Context: an optimization exercise on an open-source flow, tuned for small area, a short achievable clock period and few clock cycles. The choices shown serve that exercise and are no tape-out recipe. The RTL was checked by simulation tests, not by an equivalence proof against the original design. Power is estimated from default activity; no workload was simulated.

// rs485_frame_asm
module rs485_frame_asm (
    input  wire         clk,
    input  wire         rst,
    input  wire [255:0] addr_map,
    input  wire         in_valid,
    input  wire [7:0]   in_data,
    output wire         in_ready,
    output wire         out_valid,
    output wire [7:0]   out_data,
    output wire         out_last,
    input  wire         out_ready,
    output wire         idle
);
Size in the first run: about 2,700 flip-flops, about 280 I/O pins, roughly 77,000 um^2 of cells after synthesis.
Settings: LEC_CHECK=0, ABC_AREA=1, CAP_MARGIN=20, CORE_MARGIN=2, CORE_UTILIZATION=60, CTS_CLUSTER_DIAMETER=80, CTS_CLUSTER_SIZE=24, PLACE_DENSITY=0.7, SLEW_MARGIN=20, SYNTH_MEMORY_MAX_BITS=4096; clock period 12.0 ns.
standard.sh (not shown) runs the stock make flow with config.mk's settings and CLKGATE_MAP_FILE= SYNTH_SCRIPT=/design/flow/synth_recipe.tcl, a recipe that flattens the netlist after the stock synthesis.
==> flow/flow/run.sh <==
#!/bin/bash
set -euo pipefail
bash standard.sh SETUP_SLACK_MARGIN=8.25 \
  "BUFFER_PORTS_ARGS=-buffer_cell sky130_fd_sc_hd__buf_1" \
  "CTS_ARGS=-sink_clustering_enable -repair_clock_nets -sink_clustering_size 16 -sink_clustering_max_diameter 60 -dont_use_dummy_load -buf_list sky130_fd_sc_hd__clkbuf_8" \
  finish > standard_flow.log 2>&1
Testbench counts at the start, summed over its fixed seeds: cycles 17,581.
==> next run, changes <==
--- a/flow/flow/run.sh
+++ b/flow/flow/run.sh
@@ -2,3 +2,3 @@
 set -euo pipefail
-bash standard.sh SETUP_SLACK_MARGIN=8.25 \
+bash standard.sh SETUP_SLACK_MARGIN=8.5 \
   "BUFFER_PORTS_ARGS=-buffer_cell sky130_fd_sc_hd__buf_1" \
=> Register-to-register slack improves by 0.15 ns; utilization goes up by 0.88 points; total power increases by 2.0%; worst hold slack stays flat; final area is higher by 1.3%; setup slack gets worse by 0.023 ns; clock power is about the same.

rs485_frame_asm, a different RTL version from the one above (not shown whole).
Size in the first run: ~5,500 cells after synthesis, ~2,700 flip-flops, ~280 I/O pins.
// rs485_frame_asm
module rs485_frame_asm (
    input  wire         clk,
    input  wire         rst,
    input  wire [255:0] addr_map,
    input  wire         in_valid,
    input  wire [7:0]   in_data,
    output wire         in_ready,
    output wire         out_valid,
    output wire [7:0]   out_data,
    output wire         out_last,
    input  wire         out_ready,
    output wire         idle
);
    localparam integer R  = 261;         
    localparam integer TD = 3;           
    localparam integer NT = R >> TD;
    localparam integer K  = 3;           
    localparam [8:0]   RM = 9'd260;
    function [15:0] crcstep;
        input [15:0] c;
        input [7:0]  b;
        integer i;
        reg [15:0] r;
        begin
            r = c ^ {8'h00, b};
            for (i = 0; i < 8; i = i + 1)
                r = r[0] ? ((r >> 1) ^ 16'hA001) : (r >> 1);
            crcstep = r;
        end
  ...
clock: 12.0 ns
lec_check: 0
cap_margin: 20
core_margin: 2
core_utilization: 60
cts_cluster_diameter: 80
cts_cluster_size: 24
place_density: 0.7
slew_margin: 20
synth_memory_max_bits: 4096
==> flow/flow/run.sh <==
#!/bin/bash
set -euo pipefail
bash standard.sh SETUP_SLACK_MARGIN=8 \
  "BUFFER_PORTS_ARGS=-buffer_cell sky130_fd_sc_hd__buf_1" \
  "CTS_ARGS=-sink_clustering_enable -repair_clock_nets -sink_clustering_size 16 -sink_clustering_max_diameter 60 -dont_use_dummy_load -buf_list sky130_fd_sc_hd__clkbuf_8" \
  finish > standard_flow.log 2>&1
The baseline ran to the end with no violations.
Testbench counts at the start, summed over its fixed seeds: cycles 17,074.
Then changed:
==> flow/flow/run.sh (replaced) <==
#!/bin/bash
set -euo pipefail
bash standard.sh SETUP_SLACK_MARGIN=8 \
  "BUFFER_PORTS_ARGS=-buffer_cell sky130_fd_sc_hd__buf_1" \
  "CTS_ARGS=-sink_clustering_enable -repair_clock_nets -sink_clustering_size 20 -sink_clustering_max_diameter 70 -dont_use_dummy_load -buf_list sky130_fd_sc_hd__clkbuf_8" \
  finish > standard_flow.log 2>&1
Result:
- cell count decreases by 0.75%
- worst setup slack loses 0.047 ns
- clock-buffer cell count went down by 37
- power falls by 2.1%
- routed wire length drops by 0.45%
- synthesized area stays the same
- global-route usage hardly moves

rs485_frame_asm, a different RTL version from the one above (not shown whole).
For scale: roughly 5600 cells after synthesis, about 2800 flip-flops, about 280 I/O pins, ~0.085 mm^2 of cells after synthesis.
==> flow/config.mk <==
export PLATFORM = sky130hd
export DESIGN_NAME = rs485_frame_asm
export DESIGN_NICKNAME = rs485_frame_asm
export VERILOG_FILES = /design/flow/design.v
export SDC_FILE = /design/flow/constraint.sdc
export NUM_CORES = 8
export LEC_CHECK = 0
export CAP_MARGIN = 20
export CORE_MARGIN = 2
export CORE_UTILIZATION = 60
export CTS_CLUSTER_DIAMETER = 80
export CTS_CLUSTER_SIZE = 24
export PLACE_DENSITY = 0.7
export SLEW_MARGIN = 20
export SYNTH_MEMORY_MAX_BITS = 4096
==> flow/constraint.sdc <==
create_clock -name core_clock -period 12.0 [get_ports {clk}]
set_input_delay 2.4000 -clock core_clock [delete_from_list [all_inputs] [get_ports {clk}]]
set_output_delay 2.4000 -clock core_clock [all_outputs]
set_load 0.01 [all_outputs]
==> flow/flow/run.sh <==
#!/bin/bash
set -euo pipefail
bash standard.sh SETUP_SLACK_MARGIN=8 finish > standard_flow.log 2>&1
The baseline ran to the end with no violations.
Testbench counts at the start, summed over its fixed seeds: cycles 17,061.
Edit:
==> flow/flow/run.sh (replaced) <==
#!/bin/bash
set -euo pipefail
bash standard.sh SETUP_SLACK_MARGIN=8 \
  "BUFFER_PORTS_ARGS=-buffer_cell sky130_fd_sc_hd__buf_1" \
  "CTS_ARGS=-sink_clustering_enable -repair_clock_nets -sink_clustering_size 24 -sink_clustering_max_diameter 80 -dont_use_dummy_load" \
  finish > standard_flow.log 2>&1
Outcome: Non-clock buffer count is unchanged; synthesized cell count is unchanged; power is lower by 2.4%; cell area is lower by 2.4%.
Edit:
==> flow/run.sh (new file) <==
#!/bin/bash
# synth_recipe.tcl (not shown) runs the flow's synth.tcl, then flattens the netlist and writes it again
# the make line also repeats each setting of config.mk as NAME=value (left out here)
make -C /OpenROAD-flow-scripts/flow DESIGN_CONFIG=/design/flow/config.mk WORK_HOME=/design/flow/orfs CLKGATE_MAP_FILE= SYNTH_SCRIPT=/design/flow/synth_recipe.tcl finish
SETUP_SLACK_MARGIN = 5   (was not set)
removed: flow/flow/run.sh
removed: flow/standard.sh
Clock-buffer cell count rose by 23.
Wire length fell by 0.51%.
Via count fell by 2.2%.
Worst setup slack gets worse by 1.6 ns.
Cell count fell by 0.82%.
Non-clock buffer count fell by 111.
Edit:
==> flow/flow/run.sh (new file) <==
#!/bin/bash
set -euo pipefail
bash standard.sh SETUP_SLACK_MARGIN=9 \
  "BUFFER_PORTS_ARGS=-buffer_cell sky130_fd_sc_hd__buf_1" \
  "CTS_ARGS=-sink_clustering_enable -repair_clock_nets -sink_clustering_size 24 -sink_clustering_max_diameter 80 -dont_use_dummy_load" \
  finish > standard_flow.log 2>&1
==> flow/standard.sh (new file) <==
#!/bin/bash
# synth_recipe.tcl (not shown) runs the flow's synth.tcl, then flattens the netlist and writes it again
# the make line also repeats each setting of config.mk as NAME=value (left out here)
make -C /OpenROAD-flow-scripts/flow DESIGN_CONFIG=/design/flow/config.mk WORK_HOME=/design/flow/orfs CLKGATE_MAP_FILE= SYNTH_SCRIPT=/design/flow/synth_recipe.tcl "${@:-finish}"
SETUP_SLACK_MARGIN = not set   (was 5)
removed: flow/run.sh
After rerunning: Synthesized area stays the same. Utilization grows by 3.9 points. Power grows by 1.7%. Wire length grows by about 8%. Non-clock buffer count grows by 368. Synthesized cell count is unchanged.

Setup of red:
rs485_frame_asm, a different RTL version from the one above (not shown whole).
Size: roughly 6,600 cells after synthesis, about 2,700 flip-flops, ~79,000 um2 of cells after synthesis.
Design rs485_frame_asm, start of the top module:
module rs485_frame_asm (
    input  wire         clk,
    input  wire         rst,
    input  wire [255:0] addr_map,
    input  wire         in_valid,
    input  wire [7:0]   in_data,
    output wire         in_ready,
    output wire         out_valid,
    output wire [7:0]   out_data,
    output wire         out_last,
    input  wire         out_ready,
    output wire         idle
);
export LEC_CHECK = 0
export ABC_AREA = 1
export CAP_MARGIN = 20
export CORE_MARGIN = 2
export CORE_UTILIZATION = 60
export CTS_CLUSTER_DIAMETER = 80
export CTS_CLUSTER_SIZE = 24
export GPL_ROUTABILITY_DRIVEN = 0
export PLACE_DENSITY = 0.7
export SLEW_MARGIN = 20
export SYNTH_MEMORY_MAX_BITS = 4096
create_clock -name core_clock -period 12.0 [get_ports {clk}]
==> flow/flow/run.sh <==
#!/bin/bash
set -euo pipefail
bash standard.sh SETUP_SLACK_MARGIN=8 \
  "BUFFER_PORTS_ARGS=-buffer_cell sky130_fd_sc_hd__buf_1" \
  "CTS_ARGS=-sink_clustering_enable -repair_clock_nets -sink_clustering_size 16 -sink_clustering_max_diameter 60 -dont_use_dummy_load -buf_list sky130_fd_sc_hd__clkbuf_8" \
  finish > standard_flow.log 2>&1
Testbench counts of red, summed over its fixed seeds: cycles 17,074.
### red -> blue
Settings: GPL_ROUTABILITY_DRIVEN removed (was 0).
-- flow/flow/run.sh --
<<< red, line 2
set -euo pipefail
bash standard.sh SETUP_SLACK_MARGIN=8 \
  "BUFFER_PORTS_ARGS=-buffer_cell sky130_fd_sc_hd__buf_1" \
>>> blue, line 2
set -euo pipefail
bash standard.sh SETUP_SLACK_MARGIN=8.75 \
  "BUFFER_PORTS_ARGS=-buffer_cell sky130_fd_sc_hd__buf_1" \
Findings:
blue: PASS, flow complete, no timing, DRC or antenna violations
[compare] base=red new=blue: number of inverters outside the clock class in the layout saw an increase; design area higher.
Reported for red and blue, count of antenna diodes in the layout turned out identical to the last digit.
Modified inputs, green compared to blue
Settings: a deleted ABC_AREA that had been 1; an added SETUP_SLACK_MARGIN of 5.
==> flow/run.sh (new file) <==
#!/bin/bash
# synth_recipe.tcl (not shown) runs the flow's synth.tcl, then flattens the netlist and writes it again
# the make line also repeats each setting of config.mk as NAME=value (left out here)
make -C /OpenROAD-flow-scripts/flow DESIGN_CONFIG=/design/flow/config.mk WORK_HOME=/design/flow/orfs CLKGATE_MAP_FILE= SYNTH_SCRIPT=/design/flow/synth_recipe.tcl finish
removed: flow/flow/run.sh
removed: flow/standard.sh
[summary]
Delta (green minus blue): aggregate global-route resource usage lower; final core area utilization fell by 1.1 points. out_data[2] as the worst setup path endpoint was reported by blue, and ins_nw[0] by green. Depth of the worst register-to-register path: green and blue compared, lower one is green. Comparing the two runs side by side, green comes out behind blue on final period demand of the worst path. Taking blue as the reference, in green placed wire-length estimate after detailed placement decreased 4700 um, synthesized netlist cell count saw a decrease, maximum fanout along the worst path went up by 58. NOTE design area blue->green decreased by a few percent.
Edits applied to the flow inputs when going from green to orange:
Settings: a deleted SETUP_SLACK_MARGIN that had been 5; a change of PLACE_DENSITY from 0.7 to 0.6; a change of CORE_UTILIZATION from 60 to 50.
==> flow/flow/run.sh (new file) <==
#!/bin/bash
set -euo pipefail
bash standard.sh SETUP_SLACK_MARGIN=8 \
  "BUFFER_PORTS_ARGS=-buffer_cell sky130_fd_sc_hd__buf_1" \
  "CTS_ARGS=-sink_clustering_enable -repair_clock_nets -sink_clustering_size 16 -sink_clustering_max_diameter 60 -dont_use_dummy_load -buf_list sky130_fd_sc_hd__clkbuf_8" \
  finish > standard_flow.log 2>&1
==> flow/standard.sh (new file) <==
#!/bin/bash
# synth_recipe.tcl (not shown) runs the flow's synth.tcl, then flattens the netlist and writes it again
# the make line also repeats each setting of config.mk as NAME=value (left out here)
make -C /OpenROAD-flow-scripts/flow DESIGN_CONFIG=/design/flow/config.mk WORK_HOME=/design/flow/orfs CLKGATE_MAP_FILE= SYNTH_SCRIPT=/design/flow/synth_recipe.tcl "${@:-finish}"
removed: flow/run.sh
- Looking at pre-CTS setup slack across both flows, orange is the stronger of the two, with green trailing.
- Per the comparison of orange with green, combinational share of power grew by 1.9 points; relative area of non-clock buffer cells in the final design shrank by 0.99 points.
- orange gives more TritonCTS buffer count than green did.
- Relative to green, the ratio of total power to cell area measured on orange has decreased by a few percent.
Edits applied to the flow inputs when going from orange to purple:
Settings: changing PLACE_DENSITY from 0.6 to 0.7; changing CORE_UTILIZATION from 50 to 60.
-- flow/flow/run.sh --
<<< orange, line 2
set -euo pipefail
bash standard.sh SETUP_SLACK_MARGIN=8 \
  "BUFFER_PORTS_ARGS=-buffer_cell sky130_fd_sc_hd__buf_1" \
>>> purple, line 2
set -euo pipefail
bash standard.sh SETUP_SLACK_MARGIN=8.25 \
  "BUFFER_PORTS_ARGS=-buffer_cell sky130_fd_sc_hd__buf_1" \
==> comparison <==
Growth of design area from synthesis to finish in purple is 0.62 points higher than in orange
Relative to orange, post-layout minimum cycle time has decreased by 0.16 ns in purple.
The higher non-clock buffer share of cell area of orange and purple is in purple.
Compared purple against orange; critical path depth within noise.
purple ended up with a lower routed length per instance than orange did.
Compared purple against orange; area occupied by registers within noise.
The lower floorplan die width of orange and purple is in purple.
Compared with orange, purple shows a lower first-pass GRT wire length.

==> static timing again, ports no longer ideal <==
The flow's constraints put no driver on any port. The routed layouts listed below were extracted and timed again, unchanged, in two steps.
Step 1: set_driving_cell puts a clkbuf_16 on clk and a buf_2 on each other input, an assumption about the parent block.
Step 2 moves the port delays by t, midway between the first and last clock arrival at a register: inputs arrive t later, outputs are due t later. That takes back most of the time a late clock gives input paths.
Three values: no drivers, after step 1, after step 2; two values: the first two.
| run | t, ns | setup WS [ns] | cell pins on the clock port's net |
|---|---|---|---|
| the first run of note 1 | 0.957 | 8.191 / 8.118 / 7.381 | 1 |
| the second run of note 1 | 0.956 | 8.168 / 8.098 / 7.646 | 1 |
| the first run of note 2 | 0.973 | 7.837 / 7.837 / 7.207 | 1 |
| the second run of note 2 | 0.941 | 7.790 / 7.790 / 7.163 | 1 |
| the first run of note 3 | 0.863 | 7.796 / 7.829 / 6.966 | 1 |
| the second run of note 3 | 0.817 | 7.975 / 7.975 / 7.311 | 1 |
| the third run of note 3 | 0.855 | 6.412 / 6.412 / 6.412 | 1 |
| the fourth run of note 3 | 0.826 | 7.865 / 7.865 / 7.208 | 1 |
| red | 0.946 | 7.982 / 7.982 / 7.090 | 1 |
| blue | 0.952 | 8.115 / 8.043 / 7.736 | 1 |
| green | 0.856 | 5.940 / 5.940 / 5.718 | 1 |
| orange | 0.961 | 7.807 / 7.730 / 7.330 | 1 |
| purple | 0.935 | 7.965 / 7.888 / 7.443 | 1 |
After both steps every run listed still meets setup and hold. For red, which loses most, drivers alone change the setup slack by 0.000 ns; drivers and shift together by -0.892 ns.
